Source: an optimization exercise on an open RTL-to-GDS flow (aim: small area, a short achievable clock period and few clock cycles). Production flows keep margins and buffers that such runs may drop. RTL that was checked went through simulation tests only; none was proved equivalent to the original. Power figures rest on the tool's default switching activity, not on a simulated workload.

==> inputs of maple <==
Design h1_codec, start of the top module:
module h1_codec (
    input  wire        clk,
    input  wire        rst,
    input  wire        cmd_valid,
    output wire        cmd_ready,
    input  wire [3:0]  cmd_code,
    input  wire        cmd_is_server,
    input  wire [2:0]  cmd_n,
    input  wire [15:0] cmd_len,
    input  wire [31:0] cmd_a,
    input  wire [31:0] cmd_b,
    input  wire        din_valid,
    output wire        din_ready,
    input  wire [31:0] din_data,
    output wire        rsp_valid,
    input  wire        rsp_ready,
    output wire [2:0]  rsp_status,
    output wire [31:0] rsp_data,
    output wire [31:0] rsp_data2,
    output wire [4:0]  rsp_info
);
export LEC_CHECK = 0
export ABC_CLOCK_PERIOD_IN_PS = 2000
export CAP_MARGIN = 20
export CORE_MARGIN = 2
export CORE_UTILIZATION = 40
export PLACE_DENSITY = 0.6
export SETUP_SLACK_MARGIN = 2.55
export SLEW_MARGIN = 20
create_clock -name core_clock -period 5.0 [get_ports {clk}]
standard.sh (not shown) runs the stock make flow with config.mk's settings and CLKGATE_MAP_FILE= SYNTH_SCRIPT=/design/flow/synth_recipe.tcl, a recipe that flattens the netlist after the stock synthesis.
==> flow/flow/run.sh <==
#!/bin/bash
# Layout flow: the standard flow (standard.sh: ORFS synthesis to the
# final layout, unchanged), with the I/O port buffers that global placement
# inserts made from sky130_fd_sc_hd__buf_1 instead of the resizer's default
# pick. Every port still gets its own buffer. The full output of the ORFS
# run goes to flow_standard.log in this folder; each tool's own log is kept
# by ORFS under orfs/logs/.
set -euo pipefail
export BUFFER_PORTS_ARGS="-buffer_cell sky130_fd_sc_hd__buf_1"
bash standard.sh > flow_standard.log 2>&1
==> inputs of pepper, as changes to maple <==
--- a/flow/design.v
+++ b/flow/design.v
@@ -322,19 +322,16 @@
                            (dvalid_n ? (need_c && ((dlane_n == 2'd3) || one_n)) : need_e);
     wire        rdy_f    = need_f && nf_full;
     wire [8:0]  seq_lo   = {1'b0, rem_proc[7:0]} - {1'b0, dreg[7:0]};
     wire [7:0]  seq_hi   = rem_proc[15:8] - dreg[15:8] - {7'd0, seq_bo};
     wire        seq_lt   = (rem_proc[14:0] < dreg[14:0]);
     wire        seq_ne   = (rem_proc[14:0] != dreg[14:0]);
     wire crc_hold = !(c_full || c_byte || s_exec2 || (s_exec && op_read) ||
                       s_idle || rtake || (c_trl && d_last));
-    wire rp_hold = !(cmd_ready_r || s_data || (s_exec && op_seq));
-    wire d_shift = byte_now && !din_ready_r && !cmd_ready_r;
-    wire d_hold  = !(cmd_ready_r || din_ready_r || byte_now);
     wire s_data_nx  = t_direct ? i_crc : (s_data && !data_end) || (go_n && op_crc);
     wire s_exec_nx  = t_direct ? (i_seq || i_read) : (go_n && !op_crc);
     wire s_exec2_nx = s_exec && op_seq;
     wire s_pend_nx  = (take && !direct) || (s_pend && !rsp_ready);
     wire s_resp_nx  = t_direct ? !i_crc && !i_seq && !i_read :
                       !take && ((s_data && data_end) || (s_exec && !op_seq) || s_exec2 ||
                                 (s_resp && !rsp_ready));
     wire s_idle_nx  = !take && (s_idle || (s_resp && rsp_ready));
@@ -438,24 +435,16 @@
             else
                 cmd_ready_r <= 1'b0;
         end
         crc_n <= ({32{c_full}} & ~t32_out) |
                  ({32{c_byte}} & ~byte_out) |
                  ({32{s_exec2}} & {{16{seq_neg}}, seq_hi, rem_proc[7:0]}) |
                  ({32{s_exec && op_read}} & cfg_seed_v) |
                  ({32{crc_hold}} & crc_n);
-        rem_proc <= ({16{cmd_ready_r}} & (i_seq ? cmd_b[15:0] : cmd_len)) |
-                    ({16{s_data}} & proc_nx) |
-                    ({16{s_exec && op_seq}} & {rem_proc[15:8], seq_lo[7:0]}) |
-                    ({16{rp_hold}} & rem_proc);
-        dreg     <= ({32{cmd_ready_r}} & cmd_a) |
-                    ({32{din_ready_r}} & din_data) |
-                    ({32{d_shift}} & {8'd0, dreg[31:8]}) |
-                    ({32{d_hold}} & dreg);
         if (take && i_load && !i_nbad) begin
             cfg_srv   <= cmd_is_server;
             cfg_proto <= cmd_b;
             cfg_seed  <= cmd_a;
             cfg_len   <= cmd_n;
         end
         trl_idx <= {proc_nx[1] ^ !proc_nx[0], !proc_nx[0]};
         if (s_exec) begin
@@ -468,24 +457,32 @@
             op_ver   <= i_ver;
             op_seq   <= i_seq;
             op_load  <= i_load;
             op_read  <= i_read;
             err      <= i_err;
             nreg     <= (i_crc && !i_ver) ? 3'd0 : cmd_n;
             drain    <= i_drain;
             ok_r     <= 1'b1;
+            dreg     <= cmd_a;
             dfull    <= 1'b1;
             dseed    <= 1'b1;
             dlane    <= 2'd0;
+            rem_proc <= i_seq ? cmd_b[15:0] : cmd_len;
         end else begin
-            if (s_data)
+            if (s_data) begin
+                rem_proc <= proc_nx;
                 ok_r     <= ok_next;
+            end
+            if (s_exec && op_seq)
+                rem_proc[7:0] <= seq_lo[7:0];
             if (din_ready_r) begin
+                dreg     <= din_data;
                 dfull    <= nf_full;
                 dseed    <= 1'b0;
                 dlane    <= 2'd0;
             end else if (byte_now) begin
+                dreg     <= dreg >> 8;
                 dlane    <= dlane_n;
             end
         end
     end
 endmodule
==> flow/flow/run.sh (replaced) <==
#!/bin/bash
# Layout flow: the standard flow (standard.sh: ORFS synthesis to the
# final layout, unchanged), with the I/O port buffers that global placement
# inserts made from sky130_fd_sc_hd__buf_2 instead of the resizer's default
# pick. Every port still gets its own buffer. The full output of the ORFS
# run goes to flow_standard.log in this folder; each tool's own log is kept
# by ORFS under orfs/logs/.
set -euo pipefail
export BUFFER_PORTS_ARGS="-buffer_cell sky130_fd_sc_hd__buf_2"
bash standard.sh > flow_standard.log 2>&1
- SETUP_SLACK_MARGIN: 2.55 -> 2.6
==> impl.org <==
** Global routing
- Met2 track utilization from global routing :: 0.411

** Layout
- Of the cells placed in the final design, the portion with a size suffix greater than 1 is 0.340.
- Clock buffer and inverter area fraction after layout :: 0.0358
- Multi-input logic gates represent a cell area share of 0.496.
- With fillers left out, the area of the finished cells amounts to roughly 17000 µm².
- Non-Clock Inverter Count :: 49

** Worst setup path
- On the worst path, the slowest cell contributes a delay of a little under 0.8 ns.
- Worst setup startpoint :: dreg[8]
- FF-to-FF Start :: dreg[8]
- Critical path's top delay family :: compound AO/OA/AOI/OAI gates

** Clock tree
- Clock transition at the registers of the reported paths :: 0.09 ns

** Placed design
- Standard cell area after detailed placement :: 14600 µm²
- Final weighted congestion in routability-driven placement :: approximately 0.98

** Floorplanning
- Horizontal extent of the die :: roughly 180 µm

** Power
- In this run the static leakage power is 6.53 nW.
- The internal power of the cells totals around 5.5 mW.

** Routing
- After detailed routing, the wire length on met1 is roughly 20000 µm.
- Met3 routed wirelength :: ~3800 µm

** Outcome
- The flow ran to the end and the layout has no timing, DRC or antenna violations.

** Timing
- After layout, the minimum clock period comes to ~2.5 ns.
# the run above: pepper

==> impl.org <==
** Routing
- Routed metal-1 wire length :: 19900 µm

** Placed design
- Standard cell area after detailed placement :: roughly 14000 µm²
- Final weighted congestion in routability-driven placement :: a little under 1

** Floorplanning
- Measured along the x axis, the die boundary spans 183 µm.

** Layout
- Clock buffer and inverter area fraction after layout :: 0.0384
- Non-Clock Inverter Count :: a little over 60
- Finished layout cell area :: 15500 µm²

** Outcome
- Status :: timing/DRC/antenna clean

** Clock tree
- Clock transition at the registers of the reported paths :: 0.08 ns

** Worst setup path
- The startpoint identified for the worst register-to-register timing path is dreg[15].

** Power
- Cell internal pwr :: 6.84 mW
# the run above: maple

Testbench counts of maple, summed over its fixed seeds: cycles 77,486.
Testbench counts of pepper, summed over its fixed seeds: cycles 77,486.

* * *

==> inputs of v30 <==
h1_codec, a different RTL version from the one above (not shown whole).
export LEC_CHECK = 0
export ABC_CLOCK_PERIOD_IN_PS = 2000
export CAP_MARGIN = 20
export CORE_MARGIN = 2
export CORE_UTILIZATION = 40
export PLACE_DENSITY = 0.6
export SETUP_SLACK_MARGIN = 2.6
export SLEW_MARGIN = 20
create_clock -name core_clock -period 5.0 [get_ports {clk}]
==> flow/flow/run.sh <==
#!/bin/bash
# Layout flow: the standard flow (standard.sh: ORFS synthesis to the
# final layout, unchanged), with the I/O port buffers that global placement
# inserts made from sky130_fd_sc_hd__buf_2 instead of the resizer's default
# pick. Every port still gets its own buffer. The full output of the ORFS
# run goes to flow_standard.log in this folder; each tool's own log is kept
# by ORFS under orfs/logs/.
set -euo pipefail
export BUFFER_PORTS_ARGS="-buffer_cell sky130_fd_sc_hd__buf_2"
bash standard.sh > flow_standard.log 2>&1
==> v7: changes against v30 <==
--- a/flow/design.v
+++ b/flow/design.v
@@ -206,15 +206,15 @@
     reg [1:0]  dlane;        
     reg [15:0] rem_proc;     
     reg        ok_r;
     reg        c_full;       
     reg        c_byte;       
     reg        c_trl;        
     reg        d_last;       
-    reg        seq_ne, seq_eq;
+    reg        seq_neg, seq_eq, seq_bo;
     reg [1:0]  trl_idx;      
     reg        rsp_valid_r, cmd_ready_r, din_ready_r;
     reg [2:0]  rsp_status_r;
     reg [4:0]  rsp_info_r;
     reg        sel_cfg, rsp_is_read;
     assign cmd_ready  = cmd_ready_r;
     assign din_ready  = din_ready_r;
@@ -231,16 +231,15 @@
     wire i_seq  = (cmd_code == C_SEQ_DIST);
     wire i_crc  = (cmd_code == C_CRC_COMPUTE) || (cmd_code == C_CRC_VERIFY);
     wire i_ver  = (cmd_code == C_CRC_VERIFY);
     wire i_nbad = (cmd_n > 3'd4);
     wire i_short = (cmd_len[15:3] == 13'd0) && (cmd_len[2:0] < cmd_n);
     wire i_drain = i_ver && (i_nbad || i_short || (cmd_n == 3'd0));
     wire [2:0] i_err = !i_ver ? ST_OK : i_nbad ? ST_INVALID : i_short ? ST_TRUNCATED : ST_OK;
-    wire [2:0] i_status = i_load ? (i_nbad ? ST_INVALID : ST_OK) :
-                          i_read ? ST_OK : ST_ILLEGAL;
+    wire [2:0] i_status = i_load ? (i_nbad ? ST_INVALID : ST_OK) : ST_ILLEGAL;
     wire [4:0] cfg_info = {cfg_vld && (cfg_len != 3'd0), cfg_vld ? cfg_len : 3'd0,
                            cfg_vld && cfg_srv};
     wire [31:0] cfg_seed_v = cfg_vld ? cfg_seed : 32'd0;
     wire i_len_nz = (cmd_len != 16'd0);
     wire direct   = !s_resp || rsp_ready;
     wire t_direct = take && direct;
     wire go_n     = s_pend && rsp_ready;             
@@ -255,16 +254,16 @@
     wire        full_now = dvalid && dfull;
     wire        byte_now = dvalid && !dfull;
     wire        hi_nz    = (rem_proc[15:4] != 12'd0);
     wire [3:0]  lo       = rem_proc[3:0];
     wire        proc_gt4 = hi_nz || (lo > 4'd4);
     wire        dec4     = full_now && !dseed;
     wire        wdone    = full_now || (byte_now && ((dlane == 2'd3) || (lo[2:0] == 3'd1)));
-    wire [15:0] proc_nx  = dec4 ? (proc_gt4 ? rem_proc - 16'd4 : 16'd0) :
-                           byte_now ? rem_proc - 16'd1 : rem_proc;
+    wire [15:0] proc_nx  = dec4 ? (proc_gt4 ? {rem_proc[15:2] - 14'd1, rem_proc[1:0]} : 16'd0) :
+                           byte_now ? {12'd0, lo - 4'd1} : rem_proc;
     wire [3:0]  n4       = {1'b0, nreg} + 4'd4;
     wire        ge_n4_0  = hi_nz || (lo >= n4);
     wire        ge_n4_1  = hi_nz || (lo > n4);
     wire        ge_n4_4  = hi_nz || ({1'b0, lo} >= {1'b0, n4} + 5'd4);
     wire        gt_n_0   = (lo > {1'b0, nreg});
     wire        gt_n_1   = (lo > {1'b0, nreg} + 4'd1);
     wire        gt_n_4   = (lo > n4);
@@ -289,34 +288,37 @@
     wire        c_trl_n  = dvalid_n && !cov_n;
     wire        c_full_f = nf_full && !drain;
     wire        c_byte_f = !nf_full && cov_n;
     wire        c_trl_f  = !nf_full && !cov_n;
     wire        rdy_n    = s_data && !data_end &&
                            (dvalid_n ? (need_c && ((dlane_n == 2'd3) || one_n)) : need_e);
     wire        rdy_f    = need_f && nf_full;
-    wire [15:0] seq_d    = rem_proc - dreg[15:0];
-    wire        seq_neg  = rem_proc[15] && seq_ne;   
+    wire [8:0]  seq_lo   = {1'b0, rem_proc[7:0]} - {1'b0, dreg[7:0]};
+    wire [7:0]  seq_hi   = rem_proc[15:8] - dreg[15:8] - {7'd0, seq_bo};
+    wire        seq_lt   = (rem_proc[14:0] < dreg[14:0]);
+    wire        seq_ne   = (rem_proc[14:0] != dreg[14:0]);
+    wire crc_hold = !(c_full || c_byte || s_exec2 || (s_exec && op_read) ||
+                      s_idle || rtake || (c_trl && d_last));
     wire s_data_nx  = t_direct ? i_crc : (s_data && !data_end) || (go_n && op_crc);
-    wire s_exec_nx  = t_direct ? i_seq : (go_n && !op_crc);
+    wire s_exec_nx  = t_direct ? (i_seq || i_read) : (go_n && !op_crc);
     wire s_exec2_nx = s_exec && op_seq;
     wire s_pend_nx  = (take && !direct) || (s_pend && !rsp_ready);
-    wire s_resp_nx  = t_direct ? !i_crc && !i_seq :
+    wire s_resp_nx  = t_direct ? !i_crc && !i_seq && !i_read :
                       !take && ((s_data && data_end) || (s_exec && !op_seq) || s_exec2 ||
                                 (s_resp && !rsp_ready));
     wire s_idle_nx  = !take && (s_idle || (s_resp && rsp_ready));
     always @(posedge clk) begin
         if (rst) begin
             cfg_vld      <= 1'b0;
             s_idle       <= 1'b1;
             s_data       <= 1'b0;
             s_exec       <= 1'b0;
             s_exec2      <= 1'b0;
             s_resp       <= 1'b0;
             s_pend       <= 1'b0;
-            crc_n        <= 32'd0;
             dvalid       <= 1'b0;
             rsp_valid_r  <= 1'b0;
             cmd_ready_r  <= 1'b0;
             din_ready_r  <= 1'b0;
             c_full       <= 1'b0;
             c_byte       <= 1'b0;
             c_trl        <= 1'b0;
@@ -364,24 +366,14 @@
                 din_ready_r <= op_crc && pnz;
             else if (din_fire)
                 din_ready_r <= rdy_f;
             else
                 din_ready_r <= rdy_n;
             if (take && i_load && !i_nbad)
                 cfg_vld <= 1'b1;
-            if (c_full)
-                crc_n <= ~t32_out;
-            else if (c_byte)
-                crc_n <= ~byte_out;
-            else if (s_exec2)
-                crc_n <= {{16{seq_neg}}, rem_proc};
-            else if ((t_direct && i_read) || (s_exec && op_read))
-                crc_n <= cfg_seed_v;
-            else if (rtake || (c_trl && d_last))
-                crc_n <= 32'd0;
             if (data_end) begin
                 rsp_status_r <= err;
                 rsp_info_r   <= {4'd0, op_ver && (err == ST_OK) && ok_next};
                 sel_cfg      <= 1'b0;
                 rsp_is_read  <= 1'b0;
             end
             if (s_exec) begin
@@ -389,19 +381,19 @@
                                 (op_read || op_seq) ? ST_OK : ST_ILLEGAL;
                 rsp_info_r   <= op_read ? cfg_info : 5'd0;
                 sel_cfg      <= op_read && cfg_vld;
                 rsp_is_read  <= op_read;
             end
             if (s_exec2)
                 rsp_info_r   <= {2'b00, seq_neg, seq_eq, !seq_neg && !seq_eq};
-            if (t_direct && !i_crc && !i_seq) begin
+            if (t_direct && !i_crc && !i_seq && !i_read) begin
                 rsp_status_r <= i_status;
-                rsp_info_r   <= i_read ? cfg_info : 5'd0;
-                sel_cfg      <= i_read && cfg_vld;
-                rsp_is_read  <= i_read;
+                rsp_info_r   <= 5'd0;
+                sel_cfg      <= 1'b0;
+                rsp_is_read  <= 1'b0;
             end
             if (take)
                 cmd_ready_r <= t_direct && !i_crc && !i_seq && !i_read;
             else if (s_data)
                 cmd_ready_r <= data_end;
             else if (s_exec)
                 cmd_ready_r <= !op_read && !op_seq;
@@ -410,26 +402,32 @@
             else if (s_resp)
                 cmd_ready_r <= rsp_ready || !rsp_is_read;
             else if (s_idle)
                 cmd_ready_r <= 1'b1;
             else
                 cmd_ready_r <= 1'b0;
         end
+        crc_n <= ({32{c_full}} & ~t32_out) |
+                 ({32{c_byte}} & ~byte_out) |
+                 ({32{s_exec2}} & {{16{seq_neg}}, seq_hi, rem_proc[7:0]}) |
+                 ({32{s_exec && op_read}} & cfg_seed_v) |
+                 ({32{crc_hold}} & crc_n);
         if (take && i_load && !i_nbad) begin
             cfg_srv   <= cmd_is_server;
             cfg_proto <= cmd_b;
             cfg_seed  <= cmd_a;
             cfg_len   <= cmd_n;
         end
         trl_idx <= proc_nx[1:0] - 2'd1;
         if (s_exec) begin
-            seq_ne <= (rem_proc[14:0] != dreg[14:0]);
+            seq_neg <= (rem_proc[15] ^ dreg[15] ^ seq_lt) && seq_ne;
             seq_eq <= (rem_proc == dreg[15:0]);
+            seq_bo <= seq_lo[8];
         end
-        if (take) begin
+        if (cmd_ready_r) begin
             op_crc   <= i_crc;
             op_ver   <= i_ver;
             op_seq   <= i_seq;
             op_load  <= i_load;
             op_read  <= i_read;
             err      <= i_err;
             nreg     <= (i_crc && !i_ver) ? 3'd0 : cmd_n;
@@ -442,16 +440,16 @@
             rem_proc <= i_seq ? cmd_b[15:0] : cmd_len;
         end else begin
             if (s_data) begin
                 rem_proc <= proc_nx;
                 ok_r     <= ok_next;
             end
             if (s_exec && op_seq)
-                rem_proc <= seq_d;
-            if (din_fire) begin
+                rem_proc[7:0] <= seq_lo[7:0];
+            if (din_ready_r) begin
                 dreg     <= din_data;
                 dfull    <= nf_full;
                 dseed    <= 1'b0;
                 dlane    <= 2'd0;
             end else if (byte_now) begin
                 dreg     <= dreg >> 8;
                 dlane    <= dlane_n;
==> v4: changes against v30 <==
--- a/flow/design.v
+++ b/flow/design.v
@@ -206,15 +206,15 @@
     reg [1:0]  dlane;        
     reg [15:0] rem_proc;     
     reg        ok_r;
     reg        c_full;       
     reg        c_byte;       
     reg        c_trl;        
     reg        d_last;       
-    reg        seq_ne, seq_eq;
+    reg        seq_neg, seq_eq, seq_bo;
     reg [1:0]  trl_idx;      
     reg        rsp_valid_r, cmd_ready_r, din_ready_r;
     reg [2:0]  rsp_status_r;
     reg [4:0]  rsp_info_r;
     reg        sel_cfg, rsp_is_read;
     assign cmd_ready  = cmd_ready_r;
     assign din_ready  = din_ready_r;
@@ -222,25 +222,50 @@
     assign rsp_status = rsp_status_r;
     assign rsp_info   = rsp_info_r;
     assign rsp_data   = crc_n;
     assign rsp_data2  = {32{sel_cfg}} & cfg_proto;
     wire take     = cmd_valid & cmd_ready_r;
     wire rtake    = rsp_valid_r & rsp_ready;
     wire din_fire = din_valid & din_ready_r;
+    function automatic mgt(input [4:0] a, input [4:0] b);
+        integer i;
+        reg r, e;
+        begin
+            r = 1'b0;
+            e = 1'b1;
+            for (i = 4; i >= 0; i = i - 1) begin
+                r = r | (e & a[i] & !b[i]);
+                e = e & !(a[i] ^ b[i]);
+            end
+            mgt = r;
+        end
+    endfunction
+    function automatic gtn(input [3:0] u, input [2:0] n, input [4:0] c);
+        gtn = (n == 3'd0) ? mgt({1'b0, u}, c) :
+              (n == 3'd1) ? mgt({1'b0, u}, c + 5'd1) :
+              (n == 3'd2) ? mgt({1'b0, u}, c + 5'd2) :
+              (n == 3'd3) ? mgt({1'b0, u}, c + 5'd3) : mgt({1'b0, u}, c + 5'd4);
+    endfunction
+    function automatic [13:0] dec14(input [13:0] x);
+        integer i;
+        begin
+            for (i = 0; i < 14; i = i + 1)
+                dec14[i] = x[i] ^ ((x & ((14'd1 << i) - 14'd1)) == 14'd0);
+        end
+    endfunction
     wire i_load = (cmd_code == C_CFG_LOAD);
     wire i_read = (cmd_code == C_CFG_READ);
     wire i_seq  = (cmd_code == C_SEQ_DIST);
     wire i_crc  = (cmd_code == C_CRC_COMPUTE) || (cmd_code == C_CRC_VERIFY);
     wire i_ver  = (cmd_code == C_CRC_VERIFY);
-    wire i_nbad = (cmd_n > 3'd4);
-    wire i_short = (cmd_len[15:3] == 13'd0) && (cmd_len[2:0] < cmd_n);
+    wire i_nbad = cmd_n[2] && (cmd_n[1] || cmd_n[0]);
+    wire i_short = (cmd_len[15:3] == 13'd0) && mgt({2'b00, cmd_n}, {2'b00, cmd_len[2:0]});
     wire i_drain = i_ver && (i_nbad || i_short || (cmd_n == 3'd0));
     wire [2:0] i_err = !i_ver ? ST_OK : i_nbad ? ST_INVALID : i_short ? ST_TRUNCATED : ST_OK;
-    wire [2:0] i_status = i_load ? (i_nbad ? ST_INVALID : ST_OK) :
-                          i_read ? ST_OK : ST_ILLEGAL;
+    wire [2:0] i_status = i_load ? (i_nbad ? ST_INVALID : ST_OK) : ST_ILLEGAL;
     wire [4:0] cfg_info = {cfg_vld && (cfg_len != 3'd0), cfg_vld ? cfg_len : 3'd0,
                            cfg_vld && cfg_srv};
     wire [31:0] cfg_seed_v = cfg_vld ? cfg_seed : 32'd0;
     wire i_len_nz = (cmd_len != 16'd0);
     wire direct   = !s_resp || rsp_ready;
     wire t_direct = take && direct;
     wire go_n     = s_pend && rsp_ready;             
@@ -252,71 +277,77 @@
     wire [7:0]  crc_sel  = crc_n[8 * trl_idx +: 8];
     wire        trl_eq   = (dreg[7:0] == crc_sel);
     wire        ok_next  = ok_r && !(c_trl && !trl_eq);
     wire        full_now = dvalid && dfull;
     wire        byte_now = dvalid && !dfull;
     wire        hi_nz    = (rem_proc[15:4] != 12'd0);
     wire [3:0]  lo       = rem_proc[3:0];
-    wire        proc_gt4 = hi_nz || (lo > 4'd4);
+    wire        proc_gt4 = hi_nz || mgt({1'b0, lo}, 5'd4);
     wire        dec4     = full_now && !dseed;
     wire        wdone    = full_now || (byte_now && ((dlane == 2'd3) || (lo[2:0] == 3'd1)));
-    wire [15:0] proc_nx  = dec4 ? (proc_gt4 ? rem_proc - 16'd4 : 16'd0) :
-                           byte_now ? rem_proc - 16'd1 : rem_proc;
-    wire [3:0]  n4       = {1'b0, nreg} + 4'd4;
-    wire        ge_n4_0  = hi_nz || (lo >= n4);
-    wire        ge_n4_1  = hi_nz || (lo > n4);
-    wire        ge_n4_4  = hi_nz || ({1'b0, lo} >= {1'b0, n4} + 5'd4);
-    wire        gt_n_0   = (lo > {1'b0, nreg});
-    wire        gt_n_1   = (lo > {1'b0, nreg} + 4'd1);
-    wire        gt_n_4   = (lo > n4);
+    wire [13:0] hi_dec   = dec14(rem_proc[15:2]);
+    wire [13:0] lo_dec   = dec14({10'd0, lo});
+    wire [15:0] proc_nx  = dec4 ? (proc_gt4 ? {hi_dec, rem_proc[1:0]} : 16'd0) :
+                           byte_now ? {12'd0, lo_dec[3:0]} : rem_proc;
+    wire        ge_n4_0  = hi_nz || gtn(lo, nreg, 5'd3);
+    wire        ge_n4_1  = hi_nz || gtn(lo, nreg, 5'd4);
+    wire        ge_n4_4  = hi_nz || gtn(lo, nreg, 5'd7);
+    wire        gt_n_0   = gtn(lo, nreg, 5'd0);
+    wire        gt_n_1   = gtn(lo, nreg, 5'd1);
+    wire        gt_n_4   = gtn(lo, nreg, 5'd4);
     wire        eq1_0    = (lo[2:0] == 3'd1);
     wire        eq1_1    = (lo[2:0] == 3'd2);
     wire        eq1_4    = (lo[2:0] == 3'd5);
     wire        nf_full  = drain || (dec4 ? ge_n4_4 : byte_now ? ge_n4_1 : ge_n4_0);
     wire        cov_n    = dec4 ? gt_n_4 : byte_now ? gt_n_1 : gt_n_0;
     wire        one_n    = dec4 ? eq1_4 : byte_now ? eq1_1 : eq1_0;
     wire        data_end = d_last;
-    wire        gt_1     = hi_nz || (lo > 4'd1);
-    wire        gt_5     = hi_nz || (lo > 4'd5);
-    wire        gt_8     = hi_nz || (lo > 4'd8);
+    wire        gt_1     = hi_nz || mgt({1'b0, lo}, 5'd1);
+    wire        gt_5     = hi_nz || mgt({1'b0, lo}, 5'd5);
+    wire        gt_8     = hi_nz || mgt({1'b0, lo}, 5'd8);
     wire        pnz      = hi_nz || (lo != 4'd0);
     wire        need_f   = dec4 ? gt_8 : byte_now ? gt_5 : proc_gt4;
     wire        need_e   = dec4 ? proc_gt4 : byte_now ? gt_1 : pnz;
     wire        dvalid_n = dvalid && !wdone;
-    wire [1:0]  dlane_n  = byte_now ? dlane + 2'd1 : dlane;
-    wire        need_c   = (lo > 4'd5 - {2'd0, dlane_n});
+    wire [1:0]  dlane_n  = byte_now ? {dlane[1] ^ dlane[0], !dlane[0]} : dlane;
+    wire        need_c   = (dlane_n == 2'd0) ? mgt({1'b0, lo}, 5'd5) :
+                           (dlane_n == 2'd1) ? mgt({1'b0, lo}, 5'd4) :
+                           (dlane_n == 2'd2) ? mgt({1'b0, lo}, 5'd3) : mgt({1'b0, lo}, 5'd2);
     wire        c_full_n = 1'b0;                      
     wire        c_byte_n = dvalid_n && cov_n;
     wire        c_trl_n  = dvalid_n && !cov_n;
     wire        c_full_f = nf_full && !drain;
     wire        c_byte_f = !nf_full && cov_n;
     wire        c_trl_f  = !nf_full && !cov_n;
     wire        rdy_n    = s_data && !data_end &&
                            (dvalid_n ? (need_c && ((dlane_n == 2'd3) || one_n)) : need_e);
     wire        rdy_f    = need_f && nf_full;
-    wire [15:0] seq_d    = rem_proc - dreg[15:0];
-    wire        seq_neg  = rem_proc[15] && seq_ne;   
+    wire [8:0]  seq_lo   = {1'b0, rem_proc[7:0]} - {1'b0, dreg[7:0]};
+    wire [7:0]  seq_hi   = rem_proc[15:8] - dreg[15:8] - {7'd0, seq_bo};
+    wire        seq_lt   = (rem_proc[14:0] < dreg[14:0]);
+    wire        seq_ne   = (rem_proc[14:0] != dreg[14:0]);
+    wire crc_hold = !(c_full || c_byte || s_exec2 || (s_exec && op_read) ||
+                      s_idle || rtake || (c_trl && d_last));
     wire s_data_nx  = t_direct ? i_crc : (s_data && !data_end) || (go_n && op_crc);
-    wire s_exec_nx  = t_direct ? i_seq : (go_n && !op_crc);
+    wire s_exec_nx  = t_direct ? (i_seq || i_read) : (go_n && !op_crc);
     wire s_exec2_nx = s_exec && op_seq;
     wire s_pend_nx  = (take && !direct) || (s_pend && !rsp_ready);
-    wire s_resp_nx  = t_direct ? !i_crc && !i_seq :
+    wire s_resp_nx  = t_direct ? !i_crc && !i_seq && !i_read :
                       !take && ((s_data && data_end) || (s_exec && !op_seq) || s_exec2 ||
                                 (s_resp && !rsp_ready));
     wire s_idle_nx  = !take && (s_idle || (s_resp && rsp_ready));
     always @(posedge clk) begin
         if (rst) begin
             cfg_vld      <= 1'b0;
             s_idle       <= 1'b1;
             s_data       <= 1'b0;
             s_exec       <= 1'b0;
             s_exec2      <= 1'b0;
             s_resp       <= 1'b0;
             s_pend       <= 1'b0;
-            crc_n        <= 32'd0;
             dvalid       <= 1'b0;
             rsp_valid_r  <= 1'b0;
             cmd_ready_r  <= 1'b0;
             din_ready_r  <= 1'b0;
             c_full       <= 1'b0;
             c_byte       <= 1'b0;
             c_trl        <= 1'b0;
@@ -364,24 +395,14 @@
                 din_ready_r <= op_crc && pnz;
             else if (din_fire)
                 din_ready_r <= rdy_f;
             else
                 din_ready_r <= rdy_n;
             if (take && i_load && !i_nbad)
                 cfg_vld <= 1'b1;
-            if (c_full)
-                crc_n <= ~t32_out;
-            else if (c_byte)
-                crc_n <= ~byte_out;
-            else if (s_exec2)
-                crc_n <= {{16{seq_neg}}, rem_proc};
-            else if ((t_direct && i_read) || (s_exec && op_read))
-                crc_n <= cfg_seed_v;
-            else if (rtake || (c_trl && d_last))
-                crc_n <= 32'd0;
             if (data_end) begin
                 rsp_status_r <= err;
                 rsp_info_r   <= {4'd0, op_ver && (err == ST_OK) && ok_next};
                 sel_cfg      <= 1'b0;
                 rsp_is_read  <= 1'b0;
             end
             if (s_exec) begin
@@ -389,19 +410,19 @@
                                 (op_read || op_seq) ? ST_OK : ST_ILLEGAL;
                 rsp_info_r   <= op_read ? cfg_info : 5'd0;
                 sel_cfg      <= op_read && cfg_vld;
                 rsp_is_read  <= op_read;
             end
             if (s_exec2)
                 rsp_info_r   <= {2'b00, seq_neg, seq_eq, !seq_neg && !seq_eq};
-            if (t_direct && !i_crc && !i_seq) begin
+            if (t_direct && !i_crc && !i_seq && !i_read) begin
                 rsp_status_r <= i_status;
-                rsp_info_r   <= i_read ? cfg_info : 5'd0;
-                sel_cfg      <= i_read && cfg_vld;
-                rsp_is_read  <= i_read;
+                rsp_info_r   <= 5'd0;
+                sel_cfg      <= 1'b0;
+                rsp_is_read  <= 1'b0;
             end
             if (take)
                 cmd_ready_r <= t_direct && !i_crc && !i_seq && !i_read;
             else if (s_data)
                 cmd_ready_r <= data_end;
             else if (s_exec)
                 cmd_ready_r <= !op_read && !op_seq;
@@ -410,26 +431,32 @@
             else if (s_resp)
                 cmd_ready_r <= rsp_ready || !rsp_is_read;
             else if (s_idle)
                 cmd_ready_r <= 1'b1;
             else
                 cmd_ready_r <= 1'b0;
         end
+        crc_n <= ({32{c_full}} & ~t32_out) |
+                 ({32{c_byte}} & ~byte_out) |
+                 ({32{s_exec2}} & {{16{seq_neg}}, seq_hi, rem_proc[7:0]}) |
+                 ({32{s_exec && op_read}} & cfg_seed_v) |
+                 ({32{crc_hold}} & crc_n);
         if (take && i_load && !i_nbad) begin
             cfg_srv   <= cmd_is_server;
             cfg_proto <= cmd_b;
             cfg_seed  <= cmd_a;
             cfg_len   <= cmd_n;
         end
-        trl_idx <= proc_nx[1:0] - 2'd1;
+        trl_idx <= {proc_nx[1] ^ !proc_nx[0], !proc_nx[0]};
         if (s_exec) begin
-            seq_ne <= (rem_proc[14:0] != dreg[14:0]);
+            seq_neg <= (rem_proc[15] ^ dreg[15] ^ seq_lt) && seq_ne;
             seq_eq <= (rem_proc == dreg[15:0]);
+            seq_bo <= seq_lo[8];
         end
-        if (take) begin
+        if (cmd_ready_r) begin
             op_crc   <= i_crc;
             op_ver   <= i_ver;
             op_seq   <= i_seq;
             op_load  <= i_load;
             op_read  <= i_read;
             err      <= i_err;
             nreg     <= (i_crc && !i_ver) ? 3'd0 : cmd_n;
@@ -442,16 +469,16 @@
             rem_proc <= i_seq ? cmd_b[15:0] : cmd_len;
         end else begin
             if (s_data) begin
                 rem_proc <= proc_nx;
                 ok_r     <= ok_next;
             end
             if (s_exec && op_seq)
-                rem_proc <= seq_d;
-            if (din_fire) begin
+                rem_proc[7:0] <= seq_lo[7:0];
+            if (din_ready_r) begin
                 dreg     <= din_data;
                 dfull    <= nf_full;
                 dseed    <= 1'b0;
                 dlane    <= 2'd0;
             end else if (byte_now) begin
                 dreg     <= dreg >> 8;
                 dlane    <= dlane_n;
==> flow/flow/run.sh (replaced) <==
#!/bin/bash
# Layout flow: the standard flow (standard.sh: ORFS synthesis to the
# final layout, unchanged), with the I/O port buffers that global placement
# inserts made from sky130_fd_sc_hd__buf_1 instead of the resizer's default
# pick. Every port still gets its own buffer. The full output of the ORFS
# run goes to flow_standard.log in this folder; each tool's own log is kept
# by ORFS under orfs/logs/.
set -euo pipefail
export BUFFER_PORTS_ARGS="-buffer_cell sky130_fd_sc_hd__buf_1"
bash standard.sh > flow_standard.log 2>&1
==> flow/config.mk (replaced) <==
export PLATFORM = sky130hd
export DESIGN_NAME = h1_codec
export DESIGN_NICKNAME = h1_codec
export VERILOG_FILES = /design/flow/design.v
export SDC_FILE = /design/flow/constraint.sdc
export NUM_CORES = 4
export LEC_CHECK = 0
export ABC_CLOCK_PERIOD_IN_PS = 2000
export CAP_MARGIN = 20
export CORE_MARGIN = 2
export CORE_UTILIZATION = 55
export PLACE_DENSITY = 0.7
export SETUP_SLACK_MARGIN = 2.6
export SLEW_MARGIN = 20
==> impl_metrics.toml <==
[status]
outcome = "timing/DRC/antenna clean"

[cells_and_area]
layout_common_cells = "buf_2 (197), xnor2_1 (190), buf_4 (157), edfxtp_1 (139), nand2_1 (99)"

[setup_path]
regToRegStartpoint = "rem_proc[0]$_DFFE_PP_"

[logic_synthesis]
synth.area.top_cells = "edfxtp_1 (31%), xnor2_1 (15%), dfxtp_1 (8.0%)"
synth_cells = 1340
synth_seq_cells = 193
synthMuxAreaShare_pct = 3.49
syn_area_per_cell_sq_um = 10.1

[clocking]
numClockSinks = 193

[timing]
fin_crit_sh_pct = 57.8

[place]
dp_cells = 1937
That was v30.
==> impl_metrics.toml <==
[status]
outcome = "timing/DRC/antenna clean"

[logic_synthesis]
synth_cells = 1232
synth_seq_cells = 194
synthXorXnorAreaFrac_pct = 24.0
syn_area_per_cell_sq_um = 10.6
synth_top_cell_by_area = "edfxtp_1"
synthMuxAreaShare_pct = 4.53
synth.area.top_cells = "edfxtp_1 (32%), xnor2_1 (14%), dfxtp_1 (8.3%)"

[timing]
fin_crit_sh_pct = 49.5

[setup_path]
regToRegStartpoint = "dreg[20]$_DFFE_PP_"
critPathSlowestCell = "edfxtp_1"

[cells_and_area]
layout_common_cells = "buf_1 (196), xnor2_1 (181), edfxtp_1 (140), buf_4 (92), nand2_1 (84)"
layout_commonest_cell = "buf_1"

[floorplanning]
rows = 56

[clocking]
cts_tree = "built"
That was v4.
==> impl_metrics.toml <==
[timing]
fin_crit_sh_pct = 49.8

[clocking]
numClockSinks = 194

[place]
dp_cells = 1844

[drt]
route.met3.wl_mm = 3.88

[status]
outcome = "timing/DRC/antenna clean"

[setup_path]
regToRegStartpoint = "crc_n[4]$_DFF_P_"

[logic_synthesis]
synthMuxAreaShare_pct = 4.77
synth.area.top_cells = "edfxtp_1 (31%), xnor2_1 (14%), dfxtp_1 (8.1%)"
syn_area_per_cell_sq_um = 10.7
synth_cells = 1248
synth_top_cell_by_area = "edfxtp_1"

[power_and_ir_drop]
p_comb_uw = 6760

[cells_and_area]
multi_input_area_sq_um = 8730
That was v7.
Testbench counts of v7, summed over its fixed seeds: cycles 77,486.
Testbench counts of v4, summed over its fixed seeds: cycles 77,486.
For v30, only the layout was checked, not whether the RTL still works.

## separate check: timing with driven ports
The results above use ideal ports. As a check the final layouts listed here were re-extracted and re-timed, cells and wires unchanged. Step 1: set_driving_cell puts a clkbuf_16 on clk and a buf_2 on each other input, an assumption about the parent block. Step 2, shift: input delay + t, output delay - t, t = (earliest + latest rising clock arrival at the registers) / 2. This alone moves slack from input paths to output paths. a / b / c = ideal / step 1 / step 2; a / b = the first two.
run	t (ns)	slack for setup (ns)	worst setup path after step 2
maple	0.498	2.490 / 2.490 / 2.108	input to register
pepper	0.506	2.491 / 2.491 / 2.158	input to register
v30	0.508	2.109 / 2.109 / 1.988	input to register
v7	0.504	2.508 / 2.508 / 2.153	input to register
v4	0.493	2.527 / 2.527 / 2.233	input to register
After both steps setup and hold are still met in every run listed. For maple, which loses most, drivers alone change the setup slack by 0.000 ns; drivers and shift together by -0.382 ns.
